What follows belongs to an exercise in optimizing a design on an open flow for small area; a production flow would make more cautious choices.
No run shown here included a check of the RTL's function; only the layout flow was run.
Power figures rest on the tool's default switching activity, not on a simulated workload.

### flow/config.mk
export PLATFORM = sky130hd
export DESIGN_NAME = speden_display
export DESIGN_NICKNAME = speden_display
export VERILOG_FILES = /design/flow/design.v
export SDC_FILE = /design/flow/constraint.sdc
export NUM_CORES = 4
export LEC_CHECK = 0
export CAP_MARGIN = 20
export CORE_MARGIN = 2
export CORE_UTILIZATION = 40
export SLEW_MARGIN = 20
### flow/constraint.sdc
create_clock -name core_clock -period 15.0 [get_ports {clk}]
set_input_delay 3.0000 -clock core_clock [delete_from_list [all_inputs] [get_ports {clk}]]
set_output_delay 3.0000 -clock core_clock [all_outputs]
set_load 0.01 [all_outputs]
### flow/design.v
module speden_display (
  input  wire        clk,
  input  wire        rst,
  input  wire        cmd_valid,
  output wire        cmd_ready,
  input  wire [2:0]  cmd,
  input  wire [15:0] score,
  input  wire        high_score,
  output reg  [5:0]  src_addr,
  input  wire [7:0]  src_data,
  output wire        done,
  output wire [1:0]  status,
  output reg         ovf,
  output reg         irq_hold,
  output wire        sdi,
  output wire        sck,
  output wire        rck,
  output wire        clr,
  output wire        oe
);
  localparam [3:0] S_IDLE = 4'd0, S_DONE = 4'd1, S_DD  = 4'd2, S_REF = 4'd3,
                   S_LAT  = 4'd4, S_ENC  = 4'd5, S_ENQ = 4'd6, S_PF  = 4'd7,
                   S_PM   = 4'd8, S_PFIN = 4'd9;
  reg [3:0]   state;
  reg [1:0]   st;           
  reg         initd;
  reg         armed;
  reg [111:0] mr;
  reg [3:0]   mph;
  reg [4:0]   prog;
  reg [4:0]   len;
  reg         scr;
  reg         c3;
  reg [19:0]  qr;
  reg [4:0]   qp;
  reg [4:0]   nq;           
  reg [2:0]   ic;           
  reg         pfc;          
  reg [15:0]  dg;           
  reg [15:0]  sc;           
  reg [2:0]   kc;           
  reg [6:0]   dat;          
  reg [6:0]   c;            
  reg [1:0]   pe;           
  wire ready  = (state == S_IDLE) || (state == S_DONE);
  wire accept = ready && cmd_valid;
  wire ok     = initd || (cmd == 3'd0);
  assign cmd_ready = ready;
  assign done      = (state == S_DONE);
  assign status    = st;
  assign clr       = initd;
  assign oe        = ~initd;
  assign sck       = (state == S_REF) && c[0];
  assign rck       = (state == S_LAT);
  function [7:0] seg_lut(input [3:0] d);
    case (d)
      4'd0: seg_lut = 8'hFC;
      4'd1: seg_lut = 8'h60;
      4'd2: seg_lut = 8'hDA;
      4'd3: seg_lut = 8'hF2;
      4'd4: seg_lut = 8'h66;
      4'd5: seg_lut = 8'hB6;
      4'd6: seg_lut = 8'hBE;
      4'd7: seg_lut = 8'hE0;
      4'd8: seg_lut = 8'hFE;
      4'd9: seg_lut = 8'hF6;
      default: seg_lut = 8'h00;
    endcase
  endfunction
  wire [5:0] j = c[6:1];
  wire [2:0] b = j[2:0];
  wire z0 = (dg[15:12] == 4'd0);
  wire z1 = z0 && (dg[11:8] == 4'd0);
  wire z2 = z1 && (dg[7:4] == 4'd0);
  wire en = irq_hold && (pe == 2'd1);
  wire [7:0] ctrl = {kc == 3'd7, kc == 3'd3, kc == 3'd3, kc == 3'd2 || kc == 3'd3,
                     kc == 3'd2, kc == 3'd1, kc[2], en};
  reg [3:0] dsel;
  reg       dblank;
  reg       bit_o;
  wire [7:0] datw = {1'b0, dat};
  wire [7:0] segw = seg_lut(dsel);
  always @(*) begin
    case (j[4:3])
      2'd2:    begin dsel = dg[3:0];   dblank = 1'b0; end
      2'd3:    begin dsel = dg[7:4];   dblank = z2;   end
      2'd0:    begin dsel = dg[11:8];  dblank = z1;   end
      default: begin dsel = dg[15:12]; dblank = z0;   end
    endcase
    case (j[5:3])
      3'd0:    bit_o = datw[b];
      3'd1:    bit_o = ctrl[b];
      default: bit_o = segw[b] && !dblank;
    endcase
  end
  assign sdi = initd && bit_o;
  function [3:0] adj(input [3:0] d);
    adj = (d >= 4'd5) ? d + 4'd3 : d;
  endfunction
  wire [3:0] a0 = adj(dg[15:12]);
  wire [3:0] a1 = adj(dg[11:8]);
  wire [3:0] a2 = adj(dg[7:4]);
  wire [3:0] a3 = adj(dg[3:0]);
  wire [15:0] dd_next = {a0[2:0], a1, a2, a3, sc[15]};
  wire [6:0] mtap = mr[111:105];
  wire       printable = !src_data[7] && (src_data[6] || src_data[5]);
  reg        mwr;
  reg  [6:0] mcode;
  wire       mvalid = !prog[4] && (prog < len);
  wire       is_e1  = (mtap == 7'd1);
  wire       is_ef  = (mtap == 7'd2);
  wire [6:0] mlow   = !mvalid ? 7'd0 : is_e1 ? 7'h61 : is_ef ? 7'h6F : mtap;
  wire       mtop   = (mvalid && (is_e1 || is_ef)) ||
                      (scr && !prog[0] && (prog <= 5'd24));
  wire [5:0] prog1  = {1'b0, prog} + 6'd1;
  wire [5:0] qlen   = {1'b0, nq} + 6'd4 - {3'd0, ic};
  wire       qfull  = (qlen == 6'd20);
  wire       qempty = ic[2] && (nq == 5'd0);
  reg        qwr;
  reg        qbit;
  reg        qhold;
  wire       wnc = (kc[2:1] == 2'b11);
  always @(*) begin
    mwr   = 1'b0;
    mcode = 7'd0;
    if (state == S_ENC && mph == len[3:0] && !len[4]) begin
      if (!c3) begin
        mwr   = !(len == 5'd26 || src_data == 8'h00 || src_data == 8'hC3);
        mcode = printable ? src_data[6:0] : 7'd0;
      end else begin
        mwr   = 1'b1;
        mcode = (src_data == 8'hA4) ? 7'd1 : (src_data == 8'hB6) ? 7'd2 : 7'd0;
      end
    end
  end
  always @(*) begin
    qwr   = (state == S_ENQ) && !qfull && (qp == nq);
    qbit  = !pe[1];
    qhold = (state == S_PFIN) && ic[2] &&
            !(wnc && (prog1 < {1'b0, len}));
  end
  always @(posedge clk) begin
    mr <= {mr[104:0], mwr ? mcode : mtap};
    qr <= {qr[18:0], qwr ? qbit : qr[19]};
    if (rst) begin
      mph <= 4'd0;
      qp  <= 5'd0;
    end else begin
      mph <= mph + 4'd1;
      if (!qhold) qp <= (qp == 5'd19) ? 5'd0 : qp + 5'd1;
    end
  end
  always @(posedge clk) begin
    sc <= ready ? score : {sc[14:0], 1'b0};
  end
  always @(posedge clk) begin
    if (rst) begin
      state    <= S_IDLE;
      initd    <= 1'b0;
      ovf      <= 1'b0;
      irq_hold <= 1'b0;
    end else begin
      case (state)
        S_IDLE, S_DONE: begin
          state    <= S_IDLE;
          irq_hold <= 1'b0;
          if (cmd_valid) begin
            st    <= !ok ? 2'd2 : (cmd[2:1] == 2'b11) ? 2'd3 : 2'd0;
            state <= S_DONE;
            if (ok) begin
              case (cmd)
                3'd0: begin
                  dg    <= 16'h000F;
                  kc    <= 3'd0;
                  dat   <= 7'd0;
                  ic    <= 3'd0;
                  nq    <= 5'd0;
                  armed <= 1'b1;
                  ovf   <= 1'b0;
                  initd <= 1'b1;
                end
                3'd1: begin
                  dg    <= 16'h0000;
                  c     <= 7'd0;
                  state <= S_DD;
                end
                3'd2: begin
                  src_addr <= 6'd0;
                  len      <= 5'd0;
                  c3       <= 1'b0;
                  scr      <= high_score;
                  state    <= S_ENC;
                end
                3'd3: begin
                  pe    <= 2'd0;
                  state <= S_ENQ;
                end
                3'd4: begin
                  dg    <= 16'h000F;
                  c     <= 7'd0;
                  state <= S_REF;
                end
                3'd5: begin
                  irq_hold <= 1'b1;
                  if (armed) state <= S_PF;
                end
                default: ;
              endcase
            end
          end
        end
        S_DD: begin
          dg <= dd_next;
          c  <= c + 7'd1;
          if (c[3:0] == 4'd15) begin
            c     <= 7'd0;
            state <= S_REF;
          end
        end
        S_REF: begin
          if (c == 7'd95) state <= S_LAT;
          else            c <= c + 7'd1;
        end
        S_LAT: begin
          if (!irq_hold) begin
            state <= S_DONE;
          end else if (pe == 2'd2) begin
            state <= S_PFIN;
          end else begin
            pe    <= pe + 2'd1;
            c     <= 7'd0;
            state <= S_REF;
          end
        end
        S_ENC: begin
          if (mph == len[3:0]) begin
            if (!c3) begin
              if (len == 5'd26 || src_data == 8'h00) begin
                prog  <= 5'd0;
                pe    <= 2'd1;
                state <= S_ENQ;
              end else if (src_data == 8'hC3) begin
                c3       <= 1'b1;
                src_addr <= src_addr + 6'd1;
              end else begin
                len      <= len + 5'd1;
                src_addr <= src_addr + 6'd1;
              end
            end else begin
              c3  <= 1'b0;
              len <= len + 5'd1;
              if (src_data == 8'hA4 || src_data == 8'hB6)
                src_addr <= src_addr + 6'd1;
            end
          end
        end
        S_ENQ: begin
          if (qfull || qp == nq) begin
            if (qfull) begin
              ovf <= 1'b1;
            end else begin
              nq <= nq + 5'd1;
              if (pe == 2'd3 || (!pe[1] && qempty)) armed <= 1'b1;
            end
            pe <= pe + 2'd1;
            if (pe == 2'd0 || pe == 2'd3) state <= S_DONE;
          end
        end
        S_PF: begin
          pe <= 2'd0;
          c  <= 7'd0;
          if (!ic[2]) begin
            kc    <= {1'b0, ic[1:0]};
            state <= S_REF;
          end else if (nq == 5'd0) begin
            c     <= 7'd95;
            armed <= 1'b0;
            state <= S_DONE;
          end else if (qp == 5'd0) begin
            if (qr[19])   begin kc <= 3'd0; state <= S_REF; end
            else if (pfc) begin kc <= 3'd4; state <= S_REF; end
            else          state <= S_PM;
          end
        end
        S_PM: begin
          if (mph == prog[3:0]) begin
            dat   <= mlow;
            kc    <= mtop ? 3'd7 : 3'd6;
            state <= S_REF;
          end
        end
        S_PFIN: begin
          if (wnc && prog != 5'd31) prog <= prog + 5'd1;
          if (!(wnc && (prog1 < {1'b0, len}))) begin
            if (!ic[2]) begin
              ic <= ic + 3'd1;
            end else begin
              nq  <= nq - 5'd1;
              pfc <= (kc == 3'd0);
            end
          end
          state <= S_DONE;
        end
        default: state <= S_IDLE;
      endcase
    end
  end
endmodule
### flow/run.sh
#!/bin/bash
# synth_recipe.tcl (not shown) runs the flow's synth.tcl, then flattens the netlist and writes it again
# the make line also repeats each setting of config.mk as NAME=value (left out here)
make -C /OpenROAD-flow-scripts/flow DESIGN_CONFIG=/design/flow/config.mk WORK_HOME=/design/flow/orfs CLKGATE_MAP_FILE= SYNTH_SCRIPT=/design/flow/synth_recipe.tcl finish
==> summary.md, run 1 <==
| Metric | Value |
|---|---|
| Status | timing/DRC/antenna clean |
| Peak Freq | 0.150 GHz |
| Dominant synthesized flop cell | dfxtp_1 |
| Final nets | 1023 |
| RSZ-0062 raised after global routing | no |
| Seq/Total Area, Yosys | 55.5% |
| Syn nets | 976 |
| Die width | 158 µm |
| Final GP Congestion | 0.887 |
| Worst hold endpoint | mr[84] |
| Ant diodes | 0 |
| Largest cells by area after synthesis | dfxtp_1, edfxtp_1, ha_1, nand2_1, nor2_1 |
| Dpl ws | 8.91 ns |
| Synth Area in Adders | 7.05% |
| CP required | 12.00 ns |
| Largest net degree at the start of global routing | 25 |
| Seq pwr share | 44.5% |
| Worst R2R End | nq[0] |
| Clock Latency Late Sink | 0.53 ns |
| DRT Wirelength | 19000 µm |
| Clk pin slew, worst setup/hold paths | 0.06 ns |
| EDFF count, synth | 65 |
| Num rows | 56 |
| Port bufs | 47 |
| Initial antenna violation count | 0 |
| TritonCTS Buffers | 25 |
| Period utilization | 44.4% |
| Crit. End Element | output pin |
| First DRT Iteration DRCs | 361 |
| Post-CTS Resized | 0 |
| R2R setup slack | 11.51 ns |
| Ratio of cells with drive above 1 in the final layout | 7.21% |
| Cell accounting for the most synthesized area | dfxtp_1 |
| M2 GR Usage | 24.0% |
| Synth async-reset ratio | 0% |
| Power density over cell area | 151 nW/µm² |
| H-tree levels | 1 |
| Post-Synthesis Cell Area | 9440 µm² |
| Largest family of logic cells by synthesized area | simple AND/OR/NAND/NOR gates |
| DP Wirelength | 13300 µm |
| Die area | 24800 µm² |
| Worst VDD drop | 0.0897 mV |
| Most common cell in the netlist | dfxtp_1 |
| Setup CP Type | flip-flop to output pin |
| Via/cell ratio | 5.09 |
| Cell Int Power | 0.00119 W |
| Worst reg2reg startpoint | ic[2] |
| Post-route ant nets | 0 |
| Worst hold path depth | 0 |
| Switching Share | 29.1% |
| Simple-gate share of the synthesized area | 16.3% |
| Area of placed instances | 10200 µm² |
| Grt total ovfl | 0 |
| Die Ht | 158 µm |
| Pre-antenna DRT Iters | 5 |
| Slew headroom | 42.4% |
| Worst min path class | flip-flop to flip-flop |
| CTS root buffer | clkbuf_16 |
| Drt drc | 0 |
| I/O pin cnt | 48 |
| Clock tree sinks | 229 |
| Filler instances | 2143 |
| CTS Hold Bufs | 0 |
| Synth cell types | 69 |
| Post-synth top area share | 34.8% |
| Placed Cells incl. Taps | 1232 |
| Hold Fails Final Rpt | 0 |
| Setup bufs post-CTS | 0 |
| Initial Util | 40.5% |
| Synth Area in Compound Gates | 9.60% |
| Syn_area_per_cell | 10.6 µm² |
| Non-Filler Instances | 1276 |
| Met3 Use GR | 2.52% |
| CTS tree | built |
| Synth cell count leaders | dfxtp_1, nand2_1, nor2_1, edfxtp_1, inv_1 |
| Switching power | 0.000487 W |
| Post-route design area | 11100 µm² |
| Fin crit period | 6.66 ns |
| Synth warn | 1 |
| Synth Register Bits | 229 |
| Worst EP arrival | 3.66 ns |
| Setup TNS | 0 ns |
| Worst Max-Slew Pin Slew | 0.852 ns |
| Mapped Cells | 893 |
| Core area | 23300 µm² |
| Clock share of power | 36.7% |
| Gr usage total | 15.6% |
| Maxcap violations | 0 |
| Setup WS post-layout | 8.34 ns |
| Logic pwr share | 18.7% |
| Worst r2r path cells | 10 |
| CP Max Fanout | 16 |
| M1 GR Usage | 22.4% |
| Synth Area in XOR/XNOR | 4.08% |
| Final Setup Violations | 0 |
| Longest Clk Path Bufs | 3 |
| Mux cell area share after synthesis | 3.88% |
| Gr busiest metal | met2 |
| Skew final | 0.0107 ns |
| Register area | 5240 µm² |
| Final slew viol count | 0 |
| Footprint of the multi-input gates | 3870 µm² |
| Area growth syn-to-layout | 17.2% |
| Drt wl/cell | 14.9 µm |
| Pleak | 4.41 nW |
| Core Util, Final | 47.4% |
| Vias post-DR | 6492 |
| Worst Hold Launch | mr[77] |
| Critical Path Source Type | flip-flop |
| Vias in the first global route | 6234 |
| First-pass GRT wire length | 31200 µm |
power groups by stage:
stage	logic (W)	clock network [W]	registers, W
3_3_place_gp	0.000309	0	0.000759
2_1_floorplan	0.000239	0	0.000729
6_report	0.000314	0.000615	0.000746
4_1_cts	0.000315	0.000631	0.000746
5_1_grt	0.000353	0.000656	0.000754
3_5_place_dp	0.000313	0	0.000759
stage by stage:
| step | hold slack, ns | power, W |
|---|---|---|
| 2_1_floorplan | 0.310 | 0.000968 |
| 3_3_place_gp | 0.310 | 0.00107 |
| 3_5_place_dp | 0.312 | 0.00107 |
| 4_1_cts | 0.324 | 0.00169 |
| 5_1_grt | 0.328 | 0.00176 |
| 6_report | 0.322 | 0.00168 |
final cells by class:
class	count	share of cell area, %
Timing Repair Buffer	52	4.59
Tap cell	319	3.61
Clock buffer	34	6.71
Clock inverter	10	0.938
Multi-Input combinational cell	576	35.0
Inverter	56	1.90
Sequential cell	229	47.3
cells in the final DEF (no fill, tap or decap), types with 4 or more instances in the layout:
cell,netlist,routed
a211oi_1,7,7
a21o_1,6,6
a21oi_1,46,46
a31oi_1,10,10
and2_1,11,11
and3_1,4,4
buf_4,0,5
clkbuf_16,0,27
clkbuf_8,0,4
clkdlybuf4s50_1,0,47
dfxtp_1,164,164
edfxtp_1,65,65
ha_1,50,50
inv_1,56,56
mux2_2,7,7
mux2i_1,13,13
mux4_2,7,7
nand2_1,93,93
nand2b_1,9,9
nand3_1,22,22
nand4_1,6,6
nor2_1,83,83
nor2b_1,11,11
nor3_1,24,24
nor3b_1,8,8
nor4_1,8,8
nor4b_1,5,4
o211ai_1,4,4
o21a_1,4,4
o21ai_0,32,32
or3_1,4,4
or4_1,5,5
xnor2_1,23,23
xor2_1,21,21
worst max-delay path by stage:
stage | from | to | slack, ns | cells after the start
detailed placement | c[4] | sdi | 8.91 | 8
CTS | c[4] | sdi | 8.34 | 8
floorplan | cmd[0] | dg[0] | 9.07 | 5
global route | c[4] | sdi | 8.15 | 8
finish | c[4] | sdi | 8.34 | 8
global placement | c[4] | sdi | 8.89 | 8
logic make-up (layout without fill, tap and decap cells):
group | count (synthesis) | in the layout
AO/OA/AOI/OAI | 141 | 141
XOR/XNOR | 44 | 44
adder cells (fa/ha/maj) | 52 | 52
buffers and inverters | 88 | 152
flip-flops | 229 | 229
multiplexers | 27 | 27
AND/OR/NAND/NOR | 312 | 312
sequential cells by signal, summed over array words and instances, names as in the netlist, 6 cells and up:
name / count
dat: 7
mr: 112
c: 7
qr: 20
dg: 16
sc: 16
src_addr: 6
critical path, stage by stage (launching register included):
cell and delay (ns):
edfxtp_1 0.75, mux4_2 0.62, ha_1 0.26, mux2_2 0.28, a211o_1 0.30, o31ai_1 0.25
nand3_1 0.10, nand2_1 0.08, clkdlybuf4s50_1 0.53
metal layers:
layer	vias up	routed length [µm]	share of wire, %
li1	3213	-	-
met3	42	781	4.1
met2	141	8190	43
met5	-	0	0
met1	3096	9500	50
met4	0	540	2.8
==> inputs of run 2 (changes only) <==
--- a/flow/config.mk
+++ b/flow/config.mk
@@ -5,7 +5,9 @@
 export SDC_FILE = /design/flow/constraint.sdc
 export NUM_CORES = 4
 export LEC_CHECK = 0
+export ABC_AREA = 1
 export CAP_MARGIN = 20
 export CORE_MARGIN = 2
 export CORE_UTILIZATION = 40
+export CTS_BUF_LIST = sky130_fd_sc_hd__clkbuf_4
 export SLEW_MARGIN = 20
==> run 2 against run 1 <==
Net effect:
- largest cell class unchanged
- first-iteration DRC count grew 5.8%
- fmax grew 4.3%
- still clean
- largest power group unchanged
- sequential power grew 0.5%
- critical path depth grew 8
==> summary.md, run 2 <==
| Metric | Value |
|---|---|
| Met2 WL post-DR | 8940 µm (was 8190 µm) |
| CP required | 12.00 ns (about the same) |
| CP Max Fanout | 15 (was 16) |
| Crit. End Element | output pin (unchanged) |
| DP Wirelength | 14900 µm (was 13300 µm) |
| Post-synth top area share | 34.6% (was 34.8%) |
| Logic pwr share | 23.0% (was 18.7%) |
| Post-Synthesis Cell Area | 9480 µm² (was 9440 µm²) |
| Switching Share | 32.6% (was 29.1%) |
| Most common cell after layout, fill and taps aside | nand2_1 (was dfxtp_1) |
| Setup TNS | 0 ns (unchanged) |
| Worst reg2reg startpoint | nq[0] (was ic[2]) |
| Clk pin slew, worst setup/hold paths | 0.07 ns (was 0.06 ns) |
| Final Setup Violations | 0 (unchanged) |
| Initial antenna violation count | 1 (was 0) |
| Worst Hold Launch | mr[75] (was mr[77]) |
| Synth cell count leaders | nand2_1, dfxtp_1, inv_1, nor2_1, edfxtp_1 (was dfxtp_1, nand2_1, nor2_1, edfxtp_1, inv_1) |
| Biggest regs | mr: 112 flops, qr: 20 flops (unchanged) |
| Seq/Total Area, Yosys | 55.2% (was 55.5%) |
| Vias post-DR | 7041 (was 6492) |
| Dpl ws | 9.22 ns (was 8.91 ns) |
| Final nets | 1214 (was 1023) |
| Grt total ovfl | 0 (unchanged) |
| Synth cell types | 50 (was 69) |
| Power, Total | 0.00163 W (was 0.00168 W) |
| Cell Int Power | 0.00110 W (was 0.00119 W) |
| Drt drc | 0 (unchanged) |
| Wire length on met1 | 9710 µm (was 9500 µm) |
| Worst EP arrival | 3.39 ns (was 3.66 ns) |
| Placed Cells incl. Taps | 1391 (was 1232) |
| Crit-path max cell delay | 0.58 ns (was 0.75 ns) |
| Worst Max-Slew Pin Slew | 1.04 ns (was 0.852 ns) |
| Largest cells by area after synthesis | dfxtp_1, edfxtp_1, nand2_1, ha_1, inv_1 (was dfxtp_1, edfxtp_1, ha_1, nand2_1, nor2_1) |
| Synth async-reset ratio | 0% (unchanged) |
| Final slew viol count | 0 (unchanged) |
| Num rows | 56 (unchanged) |
| Footprint of the multi-input gates | 3590 µm² (was 3870 µm²) |
| Worst hold endpoint | mr[82] (was mr[84]) |
| Die width | 158 µm (about the same) |
| Power density over cell area | 147 nW/µm² (was 151 nW/µm²) |
| Worst min path class | flip-flop to flip-flop (unchanged) |
| Post-route ant nets | 0 (unchanged) |
| Vias in the first global route | 6747 (was 6234) |
| H-tree levels | 2 (was 1) |
| Period utilization | 42.6% (was 44.4%) |
| Setup CP Type | flip-flop to output pin (unchanged) |
| Final GP Congestion | 0.899 (was 0.887) |
| CTS tree | built (unchanged) |
| Area growth syn-to-layout | 16.4% (was 17.2%) |
| Skew final | 0.0687 ns (was 0.0107 ns) |
| Drt wl/cell | 13.3 µm (was 14.9 µm) |
| Pleak | 4.97 nW (was 4.41 nW) |
| Non-Filler Instances | 1495 (was 1276) |
| Port bufs | 47 (unchanged) |
| Dominant synthesized flop cell | dfxtp_1 (unchanged) |
| Mapped Cells | 1037 (was 893) |
| Critical Path Source Type | flip-flop (unchanged) |
| Crit-path slowest cell | edfxtp_1 (unchanged) |
| WL met3 | 906 µm (was 781 µm) |
| Most common cell in the netlist | nand2_1 (was dfxtp_1) |
| DRT Wirelength | 19900 µm (was 19000 µm) |
| Syn_area_per_cell | 9.14 µm² (was 10.6 µm²) |
| Via/cell ratio | 4.71 (was 5.09) |
| Crit-path leading delay family | simple AND/OR/NAND/NOR gates (was multiplexers) |
| Clock tree sinks | 229 (unchanged) |
| R2R setup slack | 11.87 ns (was 11.51 ns) |
| First-pass GRT wire length | 32800 µm (was 31200 µm) |
| Worst r2r path cells | 13 (was 10) |
| Worst VDD drop | 0.0573 mV (was 0.0897 mV) |
| Status | timing/DRC/antenna clean (unchanged) |
| CTS Hold Bufs | 0 (unchanged) |
| TritonCTS Buffers | 57 (was 25) |
| Post-CTS Resized | 0 (unchanged) |
| Clock Latency Late Sink | 0.69 ns (was 0.53 ns) |
| Die Ht | 158 µm (about the same) |
| Filler instances | 2316 (was 2143) |
| Fin crit period | 6.39 ns (was 6.66 ns) |
| Pre-antenna DRT Iters | 5 (unchanged) |
| Ratio of cells with drive above 1 in the final layout | 12.7% (was 7.21%) |
| Synth Register Bits | 229 (unchanged) |
| Biggest register | mr (unchanged) |
| Max reg flops | 112 (unchanged) |
| Largest net degree at the start of global routing | 25 (unchanged) |
| Seq pwr share | 46.1% (was 44.5%) |
| Switching power | 0.000530 W (was 0.000487 W) |
| Maxcap violations | 0 (unchanged) |
| Hold Fails Final Rpt | 0 (unchanged) |
| I/O pin cnt | 48 (unchanged) |
| First DRT Iteration DRCs | 382 (was 361) |
| Peak Freq | 0.157 GHz (was 0.150 GHz) |
| Die area | 25000 µm² (was 24800 µm²) |
| Setup bufs post-CTS | 0 (unchanged) |
| Clock share of power | 30.9% (was 36.7%) |
| CTS root buffer | clkbuf_4 (was clkbuf_16) |
| EDFF count, synth | 65 (unchanged) |
| Top Layer Used | met4 (unchanged) |
| Worst hold path depth | 0 (unchanged) |
| Most frequent cells in the layout | nand2_1, dfxtp_1, inv_1 (was dfxtp_1, nand2_1, nor2_1) |
| Most used cell along the critical path | nand2_1 |
| Setup WS post-layout | 8.61 ns (was 8.34 ns) |
| Register area | 5240 µm² (unchanged) |
| Buf/Inv on CP | 3 (was 1) |
| Longest Clk Path Bufs | 3 (unchanged) |
| CP cell instances | nor2_1, nand2_1, o211ai_1, o21bai_1, inv_1, ha_1, inv_1, nand2_1, nand3_1, nand2_1, nand2_1, nand3_1, nand2_1, nand2_1, a21oi_1, clkdlybuf4s50_1 (was mux4_2, ha_1, mux2_2, a211o_1, o31ai_1, nand3_1, nand2_1, clkdlybuf4s50_1) |
| Synth warn | 1 (unchanged) |
| Worst R2R End | nq[2] (was nq[0]) |
| Initial Util | 40.5% (about the same) |
| Slew headroom | 30.2% (was 42.4%) |
| Gr usage total | 16.6% (was 15.6%) |
| Syn nets | 1120 (was 976) |
| Cell accounting for the most synthesized area | dfxtp_1 (unchanged) |
| Core area | 23400 µm² (was 23300 µm²) |
| RSZ-0062 raised after global routing | no (unchanged) |
-- run 2: power by group through the flow --
stage | clock network, W | registers, W | logic (W)
6_report | 0.000502 | 0.000750 | 0.000374
3_5_place_dp | 0 | 0.000763 | 0.000375
4_1_cts | 0.000525 | 0.000750 | 0.000377
5_1_grt | 0.000558 | 0.000757 | 0.000431
2_1_floorplan | 0 | 0.000748 | 0.000275
3_3_place_gp | 0 | 0.000763 | 0.000370
-- run 2: worst max path at each step --
stage                start    end  slack (ns)  cells after the start
finish                c[5]    sdi        8.61                     16
global route          c[5]    sdi        8.25                     16
CTS                   c[5]    sdi        8.55                     16
detailed placement     rst   c[6]        9.22                      6
global placement       rst   c[3]        9.31                      6
floorplan           cmd[0]  dg[0]        9.69                      7
-- run 2: logic make-up after synthesis --
logic type,share of synthesized area (%)
simple gates,19.9
fa+ha+maj,7.02
buf+inv,7.10
compound gates,8.47
flops,55.2
xor+xnor,2.31
-- run 2: final cells by class --
cell class	instances	share of cell area, %
Sequential cell	229	47.4
Multi-Input combinational cell	636	32.5
Clock buffer	83	5.65
Inverter	157	5.36
Timing Repair Buffer	50	4.47
Tap cell	319	3.62
Clock inverter	20	0.964
Antenna cell	1	0.0227
-- run 2: routing by layer --
layer  up-vias  track usage, %
li1       3632               -
met5         -               0
met3        27            3.37
met4         0            6.13
met1      3232            23.2
met2       150            25.3
-- run 2: metrics by stage --
stage	hold slack [ns]	cell area, µm²	utilization [%]
CTS	0.320	11000	47.1
finish	0.318	11000	47.2
global placement	0.309	10300	44.0
floorplan	0.310	9480	-
global route	0.312	11000	47.2
detailed placement	0.312	10300	44.0

==> static timing again, ports no longer ideal <==
Ports are ideal in the flow. The routed layouts listed here were re-timed in OpenROAD.
Step 1, drivers: a clkbuf_16 drives clk and a buf_2 each remaining input, both assumed.
Step 2 moves the port delays by t, midway between the first and last clock arrival at a register: inputs arrive t later, outputs are due t later. That takes back most of the time a late clock gives input paths.
Slacks: ideal / step 1 / step 2; pairs: ideal / step 1.
run	t, ns	slack for setup (ns)	clock arrival spread, ns	worst register clock-pin slew, ns	pins driven straight from the clock port
run 1	0.567	8.336 / 8.292 / 8.858	0.011 / 0.011	0.07 / 0.07	1
run 2	0.700	8.614 / 8.572 / 9.128	0.068 / 0.069	0.08 / 0.08	1
After both steps every run listed still meets setup and hold.
